Background: an optimization exercise with open tools, aiming at small area, a short achievable clock period and few clock cycles. Do not read the settings as production practice. Only simulation tests tie the RTL to the original design; equivalence was not proved.

==> flow/design.v <==
module afb_eval (
    input  wire [15:0] cnt,
    input  wire        busy_in,
    input  wire [3:0]  started_in,
    input  wire [7:0]  port_in,
    input  wire        cmpie,
    input  wire        cmpf_in,
    input  wire [15:0] cmp,
    input  wire [15:0] start0,
    input  wire [15:0] start1,
    input  wire [15:0] start2,
    input  wire [15:0] start3,
    output reg         busy_out,
    output reg  [3:0]  started_out,
    output reg  [7:0]  port_out,
    output reg         cmpf_out
);
    always @* begin
        busy_out    = busy_in;
        started_out = started_in;
        port_out    = port_in;
        cmpf_out    = cmpf_in;
        if (busy_in) begin
            if (cnt >= start0) begin started_out[0] = 1'b1; port_out[0] = 1'b1; end
            if (cnt >= start1) begin started_out[1] = 1'b1; port_out[1] = 1'b1; end
            if (cnt >= start2) begin started_out[2] = 1'b1; port_out[2] = 1'b1; end
            if (cnt >= start3) begin started_out[3] = 1'b1; port_out[3] = 1'b1; end
            if (started_out == 4'b1111) busy_out = 1'b0;
        end
        if (cnt == cmp) begin
            cmpf_out = 1'b1;
            if (cmpie) port_out[3:0] = 4'b0000;
        end
    end
endmodule
module afb (
    input  wire        clk,
    input  wire        rst,
    input  wire        req,
    input  wire        we,
    input  wire [1:0]  size,
    input  wire [8:0]  addr,
    input  wire [31:0] wdata,
    output wire        ack,
    output reg  [31:0] rdata,
    input  wire        tick,
    output wire [7:0]  port_o,
    output wire        irq,
    output wire        busy_o
);
    localparam [31:0] MARKER_EXPECTED = 32'h55AA1234;
    localparam [3:0] OP_NOP = 4'd0, OP_PID_INIT = 4'd1, OP_PID_UPDATE = 4'd2,
                     OP_MIX = 4'd3, OP_IDLE_PIN = 4'd4, OP_SCHEDULE = 4'd5,
                     OP_RUN = 4'd6, OP_VALIDATE = 4'd7;
    localparam [3:0] FC_ILLEGAL = 4'd1, FC_BUSY = 4'd2, FC_DIV_ZERO = 4'd3,
                     FC_RANGE = 4'd4, FC_BUS = 4'd5;
    localparam [3:0] S_IDLE = 4'd0, S_PID_A = 4'd1, S_DIV1 = 4'd2, S_MUL = 4'd3,
                     S_DIV2 = 4'd4, S_PID_WB = 4'd5, S_MIX_LD = 4'd6,
                     S_MIX_DIV = 4'd7, S_MIX_WB = 4'd8, S_DONE = 4'd9;
    reg [2:0]  mode;
    reg        lock, cfgok, busy, fault, ovf, cmpf, cmpie;
    reg [3:0]  fcode;
    reg [31:0] finfo;
    reg [1:0]  ctrl;
    reg [31:0] marker;
    reg [15:0] esc_div, thr_offset, engage_thr, pulse_base, thr_stick;
    reg [7:0]  idle_cmd, settle;
    reg [7:0]  port;
    reg [15:0] cnt, cmp;
    reg [7:0]  esc   [0:3];
    reg [15:0] start [0:3];
    reg [3:0]  started;
    reg [15:0] kp [0:2], ki [0:2], kd [0:2], kdiv [0:2], umul [0:2], udiv [0:2];
    reg [15:0] ref_r [0:2], rate [0:2];
    reg [31:0] integ [0:2], prev [0:2], u [0:2];
    reg [3:0]  state;
    reg [31:0] cmd_word;
    reg        cmd_run;         
    reg        cmd_all;         
    reg [1:0]  lane;
    reg [1:0]  ch;
    reg [63:0] dv_q;
    reg [15:0] dv_r;
    reg [15:0] dv_d;
    reg [6:0]  dv_cnt;
    reg        dv_neg;
    reg signed [48:0] raw_r;
    assign port_o = port;
    assign irq    = (ctrl[0] & cmpf) | (ctrl[1] & fault);
    assign busy_o = busy;
    wire acc_ok_fmt = (size == 2'd2) && (addr[1:0] == 2'b00);
    wire in_global  = (addr < 9'h060);
    wire in_bank    = (addr >= 9'h100) && (addr < 9'h1C0) && (addr[5:0] < 6'h2C);
    wire acc_legal  = acc_ok_fmt && (in_global || in_bank);
    wire [1:0] bank = addr[7:6];        
    wire [3:0] breg = addr[5:2];
    wire is_cmd_wr  = req && we && acc_legal && (addr == 9'h000);
    wire [3:0] c_op = wdata[3:0];
    wire [1:0] c_ax = wdata[5:4];
    wire c_illegal  = (wdata[31:6] != 26'd0) || c_op[3] ||
                      ((c_op != OP_PID_INIT) && (c_op != OP_PID_UPDATE) && (c_ax != 2'd0));
    wire c_busy     = busy && (c_op != OP_NOP);
    wire kdz0 = (kdiv[0] == 16'd0) || (udiv[0] == 16'd0);
    wire kdz1 = (kdiv[1] == 16'd0) || (udiv[1] == 16'd0);
    wire kdz2 = (kdiv[2] == 16'd0) || (udiv[2] == 16'd0);
    reg  pid_divzero;
    always @* begin
        case (c_ax)
            2'd0: pid_divzero = kdz0;
            2'd1: pid_divzero = kdz1;
            2'd2: pid_divzero = kdz2;
            default: pid_divzero = kdz0 | kdz1 | kdz2;
        endcase
    end
    wire run_divzero = kdz0 | kdz1 | kdz2 | (esc_div == 16'd0);
    wire c_valid = !c_illegal && !c_busy;
    wire go_pid  = c_valid && (c_op == OP_PID_UPDATE) && !pid_divzero;
    wire go_mix  = c_valid && (c_op == OP_MIX) && (esc_div != 16'd0);
    wire go_run  = c_valid && (c_op == OP_RUN) && (mode == 3'd5) && !run_divzero;
    wire go_multi = is_cmd_wr && (go_pid || go_mix || go_run);
    assign ack = (state == S_IDLE) ? (req && !go_multi) : (state == S_DONE);
    always @* begin
        rdata = 32'd0;
        if (acc_legal) begin
            if (in_global) begin
                case (addr[6:2])
                    5'h01: rdata = {18'd0, irq, cmpie, lock, cfgok, cmpf, ovf, fcode, 2'b00, fault, busy};
                    5'h02: rdata = finfo;
                    5'h03: rdata = {30'd0, ctrl};
                    5'h04: rdata = {29'd0, mode};
                    5'h05: rdata = marker;
                    5'h06: rdata = {16'd0, esc_div};
                    5'h07: rdata = {16'd0, thr_offset};
                    5'h08: rdata = {24'd0, idle_cmd};
                    5'h09: rdata = {16'd0, engage_thr};
                    5'h0A: rdata = {24'd0, settle};
                    5'h0B: rdata = {16'd0, pulse_base};
                    5'h0C: rdata = {16'd0, thr_stick};
                    5'h0D: rdata = {24'd0, port};
                    5'h0E: rdata = {16'd0, cnt};
                    5'h0F: rdata = {16'd0, cmp};
                    5'h10: rdata = {24'd0, esc[0]};
                    5'h11: rdata = {24'd0, esc[1]};
                    5'h12: rdata = {24'd0, esc[2]};
                    5'h13: rdata = {24'd0, esc[3]};
                    5'h14: rdata = {16'd0, start[0]};
                    5'h15: rdata = {16'd0, start[1]};
                    5'h16: rdata = {16'd0, start[2]};
                    5'h17: rdata = {16'd0, start[3]};
                    default: rdata = 32'd0;
                endcase
            end else begin
                case (breg)
                    4'h0: rdata = {{16{kp[bank][15]}},   kp[bank]};
                    4'h1: rdata = {{16{ki[bank][15]}},   ki[bank]};
                    4'h2: rdata = {{16{kd[bank][15]}},   kd[bank]};
                    4'h3: rdata = {{16{kdiv[bank][15]}}, kdiv[bank]};
                    4'h4: rdata = {{16{umul[bank][15]}}, umul[bank]};
                    4'h5: rdata = {{16{udiv[bank][15]}}, udiv[bank]};
                    4'h6: rdata = {16'd0, ref_r[bank]};
                    4'h7: rdata = {16'd0, rate[bank]};
                    4'h8: rdata = integ[bank];
                    4'h9: rdata = prev[bank];
                    4'hA: rdata = u[bank];
                    default: rdata = 32'd0;
                endcase
            end
        end
    end
    wire signed [17:0] pe     = $signed({2'b00, ref_r[lane]}) - $signed({2'b00, rate[lane]});
    wire signed [32:0] pisum  = $signed({integ[lane][31], integ[lane]}) + pe;
    wire signed [31:0] pinteg = pisum[31:0];
    wire               povf1  = pisum[32] ^ pisum[31];
    wire signed [33:0] pd     = pe - $signed({{2{prev[lane][31]}}, prev[lane]});
    wire signed [49:0] pnum   = $signed(kp[lane]) * pe
                              + $signed(ki[lane]) * pinteg
                              + $signed(kd[lane]) * pd;
    wire [49:0]        pnum_mag  = pnum[49] ? -pnum : pnum;
    wire [15:0]        kdiv_mag  = kdiv[lane][15] ? -kdiv[lane] : kdiv[lane];
    wire [15:0]        udiv_mag  = udiv[lane][15] ? -udiv[lane] : udiv[lane];
    wire signed [64:0] pprod     = raw_r * $signed(umul[lane]);
    wire [64:0]        pprod_mag = pprod[64] ? -pprod : pprod;
    wire [16:0] dv_rs   = {dv_r, dv_q[63]};
    wire        dv_ge   = (dv_rs >= {1'b0, dv_d});
    wire [16:0] dv_sub  = dv_rs - {1'b0, dv_d};
    wire [63:0] dv_qneg = -dv_q;
    wire [63:0] dv_qs   = dv_neg ? dv_qneg : dv_q;    
    wire        out_fits = (dv_qs[63:31] == {33{1'b0}}) || (dv_qs[63:31] == {33{1'b1}});
    wire signed [34:0] mt = $signed({19'd0, thr_stick}) - $signed({19'd0, thr_offset});
    wire signed [34:0] mr = $signed(u[0]);
    wire signed [34:0] mp = $signed(u[1]);
    wire signed [34:0] my = $signed(u[2]);
    reg  signed [34:0] msum;
    always @* begin
        case (ch)
            2'd0: msum = mt - mr + mp - my;
            2'd1: msum = mt + mr + mp + my;
            2'd2: msum = mt - mr - mp + my;
            default: msum = mt + mr - mp - my;
        endcase
    end
    wire [34:0] msum_mag = msum[34] ? -msum : msum;
    wire [7:0]  mclamp   = dv_neg ? 8'd0 :
                           (dv_q[63:8] != 56'd0) ? 8'd250 :
                           (dv_q[7:0] > 8'd250) ? 8'd250 : dv_q[7:0];
    reg        sched_en;
    reg        sched_pin;        
    reg [2:0]  sched_mode;
    wire [7:0] se0 = sched_pin ? idle_cmd : esc[0];
    wire [7:0] se1 = sched_pin ? idle_cmd : esc[1];
    wire [7:0] se2 = sched_pin ? idle_cmd : esc[2];
    wire [7:0] se3 = sched_pin ? idle_cmd : esc[3];
    wire [7:0] smax01 = (se0 > se1) ? se0 : se1;
    wire [7:0] smax23 = (se2 > se3) ? se2 : se3;
    wire [7:0] smax   = (smax01 > smax23) ? smax01 : smax23;
    wire [15:0] speak = {8'd0, smax} + {8'd0, settle};
    wire [16:0] scmpv = {1'b0, speak} + {1'b0, pulse_base};
    wire        sarm  = (sched_mode >= 3'd4) && !scmpv[16];
    wire        srange = (sched_mode >= 3'd4) && scmpv[16];
    wire [15:0] sst0 = speak - {8'd0, se0};
    wire [15:0] sst1 = speak - {8'd0, se1};
    wire [15:0] sst2 = speak - {8'd0, se2};
    wire [15:0] sst3 = speak - {8'd0, se3};
    wire        s_busy;
    wire [3:0]  s_started;
    wire [7:0]  s_port;
    wire        s_cmpf;
    afb_eval u_eval_arm (
        .cnt(16'd0), .busy_in(1'b1), .started_in(4'b0000),
        .port_in({port[7:4], 4'b0000}), .cmpie(1'b1), .cmpf_in(1'b0),
        .cmp(scmpv[15:0]), .start0(sst0), .start1(sst1), .start2(sst2), .start3(sst3),
        .busy_out(s_busy), .started_out(s_started), .port_out(s_port), .cmpf_out(s_cmpf)
    );
    wire [15:0] cnt_inc = cnt + 16'd1;
    wire        t_busy;
    wire [3:0]  t_started;
    wire [7:0]  t_port;
    wire        t_cmpf;
    afb_eval u_eval_tick (
        .cnt(cnt_inc), .busy_in(busy), .started_in(started),
        .port_in(port), .cmpie(cmpie), .cmpf_in(cmpf),
        .cmp(cmp), .start0(start[0]), .start1(start[1]), .start2(start[2]), .start3(start[3]),
        .busy_out(t_busy), .started_out(t_started), .port_out(t_port), .cmpf_out(t_cmpf)
    );
    always @* begin
        sched_en   = 1'b0;
        sched_pin  = 1'b0;
        sched_mode = mode;
        if (state == S_IDLE) begin
            if (is_cmd_wr && c_valid) begin
                if (c_op == OP_SCHEDULE) sched_en = 1'b1;
                if (c_op == OP_RUN && mode != 3'd5) begin
                    sched_en = 1'b1;
                    if (mode == 3'd4) sched_pin = 1'b1;
                end
            end
        end else if (state == S_DONE && cmd_run) begin
            sched_en = 1'b1;
        end
    end
    integer i;
    always @(posedge clk) begin
        if (rst) begin
            mode <= 3'd0; lock <= 1'b0; cfgok <= 1'b0; busy <= 1'b0; fault <= 1'b0;
            ovf <= 1'b0; cmpf <= 1'b0; cmpie <= 1'b0; fcode <= 4'd0; finfo <= 32'd0;
            ctrl <= 2'd0; marker <= 32'd0; esc_div <= 16'd0; thr_offset <= 16'd0;
            idle_cmd <= 8'd0; engage_thr <= 16'd1200; settle <= 8'd1;
            pulse_base <= 16'd250; thr_stick <= 16'd0; port <= 8'd0;
            cnt <= 16'd0; cmp <= 16'd0; started <= 4'd0;
            for (i = 0; i < 4; i = i + 1) begin
                esc[i] <= 8'd0;
                start[i] <= 16'd0;
            end
            for (i = 0; i < 3; i = i + 1) begin
                kp[i] <= 16'd0; ki[i] <= 16'd0; kd[i] <= 16'd0;
                kdiv[i] <= 16'd0; umul[i] <= 16'd0; udiv[i] <= 16'd0;
                ref_r[i] <= 16'd0; rate[i] <= 16'd0;
                integ[i] <= 32'd0; prev[i] <= 32'd0; u[i] <= 32'd0;
            end
            state <= S_IDLE; cmd_word <= 32'd0; cmd_run <= 1'b0; cmd_all <= 1'b0;
            lane <= 2'd0; ch <= 2'd0;
            dv_q <= 64'd0; dv_r <= 16'd0; dv_d <= 16'd0; dv_cnt <= 7'd0; dv_neg <= 1'b0;
            raw_r <= 49'sd0;
        end else begin
            if (tick) begin
                cnt     <= cnt_inc;
                busy    <= t_busy;
                started <= t_started;
                port    <= t_port;
                cmpf    <= t_cmpf;
            end
            case (state)
            S_IDLE: begin
                if (req) begin
                    if (!acc_legal) begin
                        if (!fault) begin
                            fault <= 1'b1; fcode <= FC_BUS;
                            finfo <= {we, 1'b0, size, 19'd0, addr};
                        end
                    end else if (we) begin
                        if (in_global) begin
                            case (addr[6:2])
                            5'h00: begin
                                if (c_illegal) begin
                                    if (!fault) begin fault <= 1'b1; fcode <= FC_ILLEGAL; finfo <= wdata; end
                                end else if (c_busy) begin
                                    if (!fault) begin fault <= 1'b1; fcode <= FC_BUSY; finfo <= wdata; end
                                end else begin
                                    case (c_op)
                                    OP_PID_INIT: begin
                                        for (i = 0; i < 3; i = i + 1)
                                            if (c_ax == 2'd3 || c_ax == i[1:0]) begin
                                                integ[i] <= 32'd0; prev[i] <= 32'd0; u[i] <= 32'd0;
                                            end
                                    end
                                    OP_PID_UPDATE: begin
                                        if (pid_divzero) begin
                                            if (!fault) begin fault <= 1'b1; fcode <= FC_DIV_ZERO; finfo <= wdata; end
                                        end else begin
                                            cmd_word <= wdata; cmd_run <= 1'b0;
                                            cmd_all  <= (c_ax == 2'd3);
                                            lane     <= (c_ax == 2'd3) ? 2'd0 : c_ax;
                                            state    <= S_PID_A;
                                        end
                                    end
                                    OP_MIX: begin
                                        if (esc_div == 16'd0) begin
                                            if (!fault) begin fault <= 1'b1; fcode <= FC_DIV_ZERO; finfo <= wdata; end
                                        end else begin
                                            cmd_word <= wdata; cmd_run <= 1'b0;
                                            ch <= 2'd0; state <= S_MIX_LD;
                                        end
                                    end
                                    OP_IDLE_PIN: begin
                                        for (i = 0; i < 4; i = i + 1) esc[i] <= idle_cmd;
                                    end
                                    OP_RUN: begin
                                        if (mode == 3'd5) begin
                                            if (run_divzero) begin
                                                if (!fault) begin fault <= 1'b1; fcode <= FC_DIV_ZERO; finfo <= wdata; end
                                                cmpie <= 1'b0; cmpf <= 1'b0; port <= {port[7:4], 4'b0000};
                                                started <= 4'd0; busy <= 1'b0;
                                            end else begin
                                                cmd_word <= wdata; cmd_run <= 1'b1; cmd_all <= 1'b1;
                                                lane <= 2'd0; state <= S_PID_A;
                                            end
                                        end else if (mode == 3'd4) begin
                                            if (thr_stick >= engage_thr) mode <= 3'd5;
                                            for (i = 0; i < 4; i = i + 1) esc[i] <= idle_cmd;
                                        end
                                    end
                                    OP_VALIDATE: begin
                                        if ((marker == MARKER_EXPECTED) && (esc_div != 16'd0) &&
                                            !kdz0 && !kdz1 && !kdz2 &&
                                            ({8'd0, settle} + {1'b0, pulse_base} + 17'd250 <= 17'h0FFFF)) begin
                                            cfgok <= 1'b1;
                                            if (mode == 3'd0) mode <= 3'd2;
                                        end else begin
                                            cfgok <= 1'b0;
                                            if (mode == 3'd0) begin mode <= 3'd1; lock <= 1'b1; end
                                        end
                                    end
                                    default: ;  
                                    endcase
                                end
                            end
                            5'h01: begin
                                if (wdata[1]) begin fault <= 1'b0; fcode <= 4'd0; finfo <= 32'd0; end
                                if (wdata[8]) ovf <= 1'b0;
                                if (wdata[9]) cmpf <= 1'b0;
                            end
                            5'h03: ctrl <= wdata[1:0];
                            5'h04: begin
                                if (!lock && (wdata[2:0] < 3'd6)) begin
                                    mode <= wdata[2:0];
                                    if (wdata[2:0] == 3'd1) lock <= 1'b1;
                                end
                            end
                            5'h05: marker <= wdata;
                            5'h06: esc_div <= wdata[15:0];
                            5'h07: thr_offset <= wdata[15:0];
                            5'h08: idle_cmd <= (wdata[7:0] > 8'd250) ? 8'd250 : wdata[7:0];
                            5'h09: engage_thr <= wdata[15:0];
                            5'h0A: settle <= wdata[7:0];
                            5'h0B: pulse_base <= wdata[15:0];
                            5'h0C: thr_stick <= wdata[15:0];
                            5'h0D: port <= {wdata[7:4], port[3:0]};
                            5'h10: esc[0] <= (wdata[7:0] > 8'd250) ? 8'd250 : wdata[7:0];
                            5'h11: esc[1] <= (wdata[7:0] > 8'd250) ? 8'd250 : wdata[7:0];
                            5'h12: esc[2] <= (wdata[7:0] > 8'd250) ? 8'd250 : wdata[7:0];
                            5'h13: esc[3] <= (wdata[7:0] > 8'd250) ? 8'd250 : wdata[7:0];
                            default: ;  
                            endcase
                        end else begin
                            case (breg)
                            4'h0: kp[bank]    <= wdata[15:0];
                            4'h1: ki[bank]    <= wdata[15:0];
                            4'h2: kd[bank]    <= wdata[15:0];
                            4'h3: kdiv[bank]  <= wdata[15:0];
                            4'h4: umul[bank]  <= wdata[15:0];
                            4'h5: udiv[bank]  <= wdata[15:0];
                            4'h6: ref_r[bank] <= wdata[15:0];
                            4'h7: rate[bank]  <= wdata[15:0];
                            default: ;  
                            endcase
                        end
                    end
                end
            end
            S_PID_A: begin
                integ[lane] <= pinteg;
                prev[lane]  <= {{14{pe[17]}}, pe};
                if (povf1) ovf <= 1'b1;
                dv_q   <= {pnum_mag[47:0], 16'd0};
                dv_r   <= 16'd0;
                dv_d   <= kdiv_mag;
                dv_neg <= pnum[49] ^ kdiv[lane][15];
                dv_cnt <= 7'd48;
                state  <= S_DIV1;
            end
            S_DIV1: begin
                dv_q   <= {dv_q[62:0], dv_ge};
                dv_r   <= dv_ge ? dv_sub[15:0] : dv_rs[15:0];
                dv_cnt <= dv_cnt - 7'd1;
                if (dv_cnt == 7'd1) state <= S_MUL;
            end
            S_MUL: begin
                raw_r  <= dv_qs[48:0];
                state  <= S_DIV2;
                dv_cnt <= 7'd0;
            end
            S_DIV2: begin
                if (dv_cnt == 7'd0) begin
                    dv_q   <= {pprod_mag[62:0], 1'b0};
                    dv_r   <= 16'd0;
                    dv_d   <= udiv_mag;
                    dv_neg <= pprod[64] ^ udiv[lane][15];
                    dv_cnt <= 7'd64;
                end else begin
                    dv_q   <= {dv_q[62:0], dv_ge};
                    dv_r   <= dv_ge ? dv_sub[15:0] : dv_rs[15:0];
                    dv_cnt <= dv_cnt - 7'd1;
                    if (dv_cnt == 7'd2) state <= S_PID_WB;
                end
            end
            S_PID_WB: begin
                u[lane] <= dv_qs[31:0];
                if (!out_fits) ovf <= 1'b1;
                if (cmd_all && lane != 2'd2) begin
                    lane  <= lane + 2'd1;
                    state <= S_PID_A;
                end else if (cmd_run) begin
                    ch    <= 2'd0;
                    state <= S_MIX_LD;
                end else begin
                    state <= S_DONE;
                end
            end
            S_MIX_LD: begin
                dv_q   <= {msum_mag[33:0], 30'd0};
                dv_r   <= 16'd0;
                dv_d   <= esc_div;
                dv_neg <= msum[34];
                dv_cnt <= 7'd34;
                state  <= S_MIX_DIV;
            end
            S_MIX_DIV: begin
                dv_q   <= {dv_q[62:0], dv_ge};
                dv_r   <= dv_ge ? dv_sub[15:0] : dv_rs[15:0];
                dv_cnt <= dv_cnt - 7'd1;
                if (dv_cnt == 7'd1) state <= S_MIX_WB;
            end
            S_MIX_WB: begin
                esc[ch] <= mclamp;
                if (ch == 2'd3) state <= S_DONE;
                else begin
                    ch    <= ch + 2'd1;
                    state <= S_MIX_LD;
                end
            end
            S_DONE: begin
                state <= S_IDLE;
            end
            default: state <= S_IDLE;
            endcase
            if (sched_en) begin
                cmpie   <= 1'b0;
                cmpf    <= 1'b0;
                port    <= {port[7:4], 4'b0000};
                started <= 4'd0;
                busy    <= 1'b0;
                if (srange) begin
                    if (!fault) begin fault <= 1'b1; fcode <= FC_RANGE; finfo <= (state == S_IDLE) ? wdata : cmd_word; end
                end else if (sarm) begin
                    start[0] <= sst0; start[1] <= sst1; start[2] <= sst2; start[3] <= sst3;
                    cmp     <= scmpv[15:0];
                    cnt     <= 16'd0;
                    cmpie   <= 1'b1;
                    busy    <= s_busy;
                    started <= s_started;
                    port    <= s_port;
                    cmpf    <= s_cmpf;
                end
            end
        end
    end
endmodule
==> flow/run.sh <==
#!/bin/bash
# synth_recipe.tcl (not shown) runs the flow's synth.tcl, then flattens the netlist and writes it again
# the make line also repeats each setting of config.mk as NAME=value (left out here)
make -C /OpenROAD-flow-scripts/flow DESIGN_CONFIG=/design/flow/config.mk WORK_HOME=/design/flow/orfs CLKGATE_MAP_FILE= SYNTH_SCRIPT=/design/flow/synth_recipe.tcl finish
==> flow/config.mk <==
export PLATFORM = sky130hd
export DESIGN_NAME = afb
export DESIGN_NICKNAME = afb
export VERILOG_FILES = /design/flow/design.v
export SDC_FILE = /design/flow/constraint.sdc
export NUM_CORES = 4
export LEC_CHECK = 0
export CAP_MARGIN = 20
export CORE_MARGIN = 2
export CORE_UTILIZATION = 30
export SLEW_MARGIN = 20
==> flow/constraint.sdc <==
create_clock -name core_clock -period 16.0 [get_ports {clk}]
set_input_delay 3.2000 -clock core_clock [delete_from_list [all_inputs] [get_ports {clk}]]
set_output_delay 3.2000 -clock core_clock [all_outputs]
set_load 0.01 [all_outputs]
==> out/metrics.json <==
{
  "outcome": {"value": "complete, no violations"},
  "total_area_of_multi_input_combinational_cells": {"value": 119000, "unit": "um^2"},
  "cp_common_cell": {"value": "fa_1"},
  "post_synth_fa_ha_maj_area_fraction": {"value": 34.4, "unit": "%"},
  "detailedPlacementHpwl": {"value": 499000, "unit": "um"},
  "grt-ovfl-total": {"value": 0},
  "yosysUniqueCellTypes": {"value": 121},
  "path_clk_slew": {"value": 0.06, "unit": "ns"},
  "cts_max_level": {"value": 4},
  "finalHoldViolations": {"value": 0},
  "die_area": {"value": 565000, "unit": "um^2"},
  "ff_latch_area": {"value": 35200, "unit": "um^2"},
  "num-nets-final": {"value": 21018},
  "grt_use_total": {"value": 22.2, "unit": "%"},
  "critical_path_cell_count": {"value": 48},
  "async_flop_share": {"value": 0, "unit": "%"},
  "synth_most_common_cell": {"value": "inv_1"},
  "fin_crit_sh": {"value": 96.4, "unit": "%"},
  "minimum_period_implied_by_the_final_worst_setup_slack": {"value": 15.43, "unit": "ns"},
  "die_w": {"value": 751, "unit": "um"},
  "timing.final.max_slew_violations": {"value": 0},
  "nFillCells": {"value": 57467},
  "critical_path.top_delay_family": {"value": "adder cells"},
  "max_freq": {"value": 0.0648, "unit": "GHz"},
  "clock_sinks": {"value": 1325},
  "max_cap_violations": {"value": 0},
  "use_met3": {"value": 4.36, "unit": "%"},
  "num_io_pins": {"value": 91},
  "via_count_of_the_first_global_routing_pass": {"value": 136344},
  "cp_slowest_cell": {"value": "or4_1"},
  "timing.critical_path.from_type": {"value": "register"},
  "clock_tree_from_tritoncts": {"value": "built"},
  "rows": {"value": 274},
  "grt_setup_unrepaired": {"value": "false"},
  "globalplace.congestion": {"value": 0.976},
  "clk_root_buffer_cell": {"value": "clkbuf_16"},
  "grt_start_max_net_pins": {"value": 161},
  "drive_above_1_share": {"value": 7.61, "unit": "%"},
  "clock_insertion_delay_worst_skew": {"value": 0.91, "unit": "ns"},
  "setup-tns-final": {"value": 0, "unit": "ns"},
  "ys_top_cells_by_count": {"value": "inv_1 (2846), fa_1 (2340), nand2_1 (2139), nor2_1 (1381), edfxtp_1 (868)"},
  "drtAntennaViolNets": {"value": 0},
  "drt_wl_total": {"value": 636000, "unit": "um"},
  "clock_tree.buffer_depth": {"value": 4},
  "synth-seq-cells": {"value": 1325},
  "synth_simple_gate_area_share": {"value": 15.7, "unit": "%"},
  "worst_hold_startpoint": {"value": "dv_d[1]"},
  "worstHoldPathType": {"value": "register to register"},
  "dr_total_vias": {"value": 135919},
  "use_met1": {"value": 29.8, "unit": "%"},
  "largest_family_of_logic_cells_by_synthesized_area": {"value": "adder cells"},
  "synth-warning-count": {"value": 4},
  "grt_antenna_before_repair": {"value": 45},
  "post-route-drc-count": {"value": 0},
  "post_synth_mux_area_share": {"value": 6.03, "unit": "%"},
  "critical_path_required": {"value": 16.74, "unit": "ns"},
  "cp.arrival": {"value": 16.17, "unit": "ns"},
  "synthesis.instances": {"value": 17936},
  "category_of_the_worst_setup_path_capture_point": {"value": "register"},
  "syn2layout_area_growth": {"value": 9.74, "unit": "%"},
  "floorplan.die.height": {"value": 751, "unit": "um"},
  "fin_cells": {"value": 25369},
  "busiest_layer": {"value": "met2"},
  "dpl.cell_count": {"value": 25031},
  "core_region_area": {"value": 557000, "unit": "um^2"},
  "cp_slowest_stage_delay": {"value": 0.58, "unit": "ns"},
  "path_class": {"value": "register to register"},
  "routed_via_count_divided_by_cell_count": {"value": 5.36},
  "synth-edff-count": {"value": 868},
  "detail_route.first_pass.iterations": {"value": 10},
  "total_standard_cell_area_after_synthesis": {"value": 168000, "unit": "um^2"},
  "critPathBufInv": {"value": 10},
  "worst_slew_pin_slew": {"value": 1.30, "unit": "ns"},
  "ys_seq_area_share": {"value": 21.0, "unit": "%"},
  "global_route_wire_length_before_repair": {"value": 932000, "unit": "um"},
  "reg2reg_slack": {"value": 0.57, "unit": "ns"},
  "share_of_the_synthesized_area_in_compound_gates_ao_oa_aoi_oai": {"value": 10.9, "unit": "%"},
  "critical_path.reg2reg.endpoint": {"value": "dv_q[57]"},
  "port_buffers": {"value": 90},
  "yosys_most_used_dff": {"value": "edfxtp_1"},
  "cts_buffers": {"value": 163},
  "netlist_top_cells_area": {"value": "fa_1 (28%), edfxtp_1 (16%), ha_1 (6.4%)"},
  "finClkSkew": {"value": 0.0864, "unit": "ns"},
  "synth_xor_xnor_area_share": {"value": 3.25, "unit": "%"},
  "detail_route.iter0.violations": {"value": 15359},
  "reg2reg_depth": {"value": 48},
  "grt_util_met2": {"value": 33.9, "unit": "%"},
  "start_util": {"value": 30.1, "unit": "%"},
  "finalHoldWorstSlack": {"value": 0.453, "unit": "ns"},
  "route.detailed.wl_per_inst": {"value": 25.1, "unit": "um"},
  "finalSetupViolations": {"value": 0},
  "yosysTopAreaCellShare": {"value": 28.0, "unit": "%"},
  "worst_rel_slew_slack": {"value": 13.4, "unit": "%"},
  "critical_path_peak_fanout": {"value": 13},
  "post-synth-top-area-cell": {"value": "fa_1"},
  "endpoint_of_the_most_critical_setup_path": {"value": "dv_q[57]"},
  "syn_avg_cell_area": {"value": 9.34, "unit": "um^2"}
}
==> cell type report <==
class                      count  share of cell area (%)
antenna                       23                  0.0313
clock buffer                 211                    2.37
clock inverter                80                   0.429
inverter                    2867                    5.86
multi-input combinational  12885                    64.8
sequential                  1325                    19.2
tap                         7452                    5.07
timing repair buffer         526                    2.31
==> state kept, by name (all words and copies together) (netlist names), 32 cells and up, named ones only <==
signal    count
ki           64
ref_r        64
prev         68
cmd_word     32
umul         64
raw_r        49
kp           64
dv_q         64
start        40
kdiv         64
finfo        32
u           128
udiv         64
integ       128
kd           64
esc          32
rate         64
marker       32
==> kinds of logic after synthesis <==
logic type / after synthesis
muxes: 550
buffers and inverters: 3854
AOI/OAI and AO/OA: 2756
xor gates and xnor gates: 617
other: 1
DFF: 1325
adders and majority gates: 3205
and+or+nand+nor: 5628
==> worst min-delay path by stage <==
stage          slack [ns]  cells after the start           end
2_1_floorplan        0.42                      1  cmd_word[28]
5_1_grt              0.47                      1  cmd_word[25]
3_3_place_gp         0.43                      1  cmd_word[28]
4_1_cts              0.45                      1  cmd_word[28]
3_5_place_dp         0.44                      1   cmd_word[8]
6_report             0.45                      2       dv_d[1]
==> tightest hold or removal path: cells and delay by family, from the launching register on <==
kind	cells	cell delay (ns)
DFF	1	0.31
and+or+nand+nor	1	0.05
AOI/OAI and AO/OA	1	0.05
==> what timing repair did <==
item                       CTS  global route
gates resized for setup      1            38
hold buffers                 0             0
setup buffers                0            19
pin swaps                    0             7
setup endpoints to repair    1            48
cloned                       0             1
==> per-stage QoR <==
step / cell area, um^2 / setup WS, ns / util, %
final: 184000 / 0.571 / 33.0
after global routing: 184000 / 0.00570 / 33.0
after CTS: 183000 / 0.0354 / 32.9
after detailed placement: 178000 / 0.0714 / 32.0
after global placement: 178000 / 0.168 / 32.0
after floorplan: 168000 / 0.0447 / -
==> routing by layer <==
metal / wire length [um] / vias to the layer above
li1: - / 58421
met1: 256000 / 69203
met2: 277000 / 6999
met3: 61700 / 1290
met4: 41000 / 6
met5: 38 / -
==> cells in the final DEF (no fill, tap or decap), types with 42 or more instances in the layout <==
master,synthesis,layout
a211oi_1,174,169
a21o_1,209,209
a21oi_1,782,778
a221oi_1,100,100
a22oi_1,168,168
a31oi_1,90,90
and2_1,801,801
and3_1,68,67
buf_4,7,421
clkbuf_16,0,164
clkdlybuf4s50_1,0,71
conb_1,1,128
dfxtp_1,457,452
edfxtp_1,868,868
fa_1,2340,2339
ha_1,862,859
inv_1,2846,2844
mux2_2,42,42
mux2i_1,144,144
mux4_2,364,356
nand2_1,2139,2129
nand2b_1,188,187
nand3_1,158,158
nand4_1,121,121
nor2_1,1381,1366
nor2b_1,111,110
nor3_1,260,245
nor4_1,79,73
o211ai_1,80,80
o21a_1,84,83
o21ai_0,448,428
o21bai_1,77,76
o31ai_1,53,52
or2_2,72,72
or3_1,72,72
xnor2_1,380,371
xor2_1,233,217
Testbench counts, summed over its fixed seeds: cycles 134,835.

## afterwards: timing with drivers on the ports
How much do the figures lean on ideal ports? The routed layout below was timed once more, with nothing changed but the port constraints.
Step 1 (the two cells are an assumption about what drives the block):
set clk [get_ports {clk}]
set_driving_cell -lib_cell sky130_fd_sc_hd__clkbuf_16 $clk
set_driving_cell -lib_cell sky130_fd_sc_hd__buf_2 [delete_from_list [all_inputs] $clk]
Step 2, shift: input delay + t, output delay - t, t = (earliest + latest rising clock arrival at the registers) / 2. This alone moves slack from input paths to output paths.
Slacks: ideal ports / drivers / drivers and shift; pairs: ideal ports / drivers.
shift t [ns]: 0.966
setup WS [ns]: 0.571 / 0.571 / 0.571
worst hold slack (ns): 0.453 / 0.453 / 0.453
worst data-port slew with drivers (ns): 0.37
After both steps setup and hold are still met in this run. For this run, drivers alone change the setup slack by 0.000 ns; drivers and shift together by 0.000 ns.
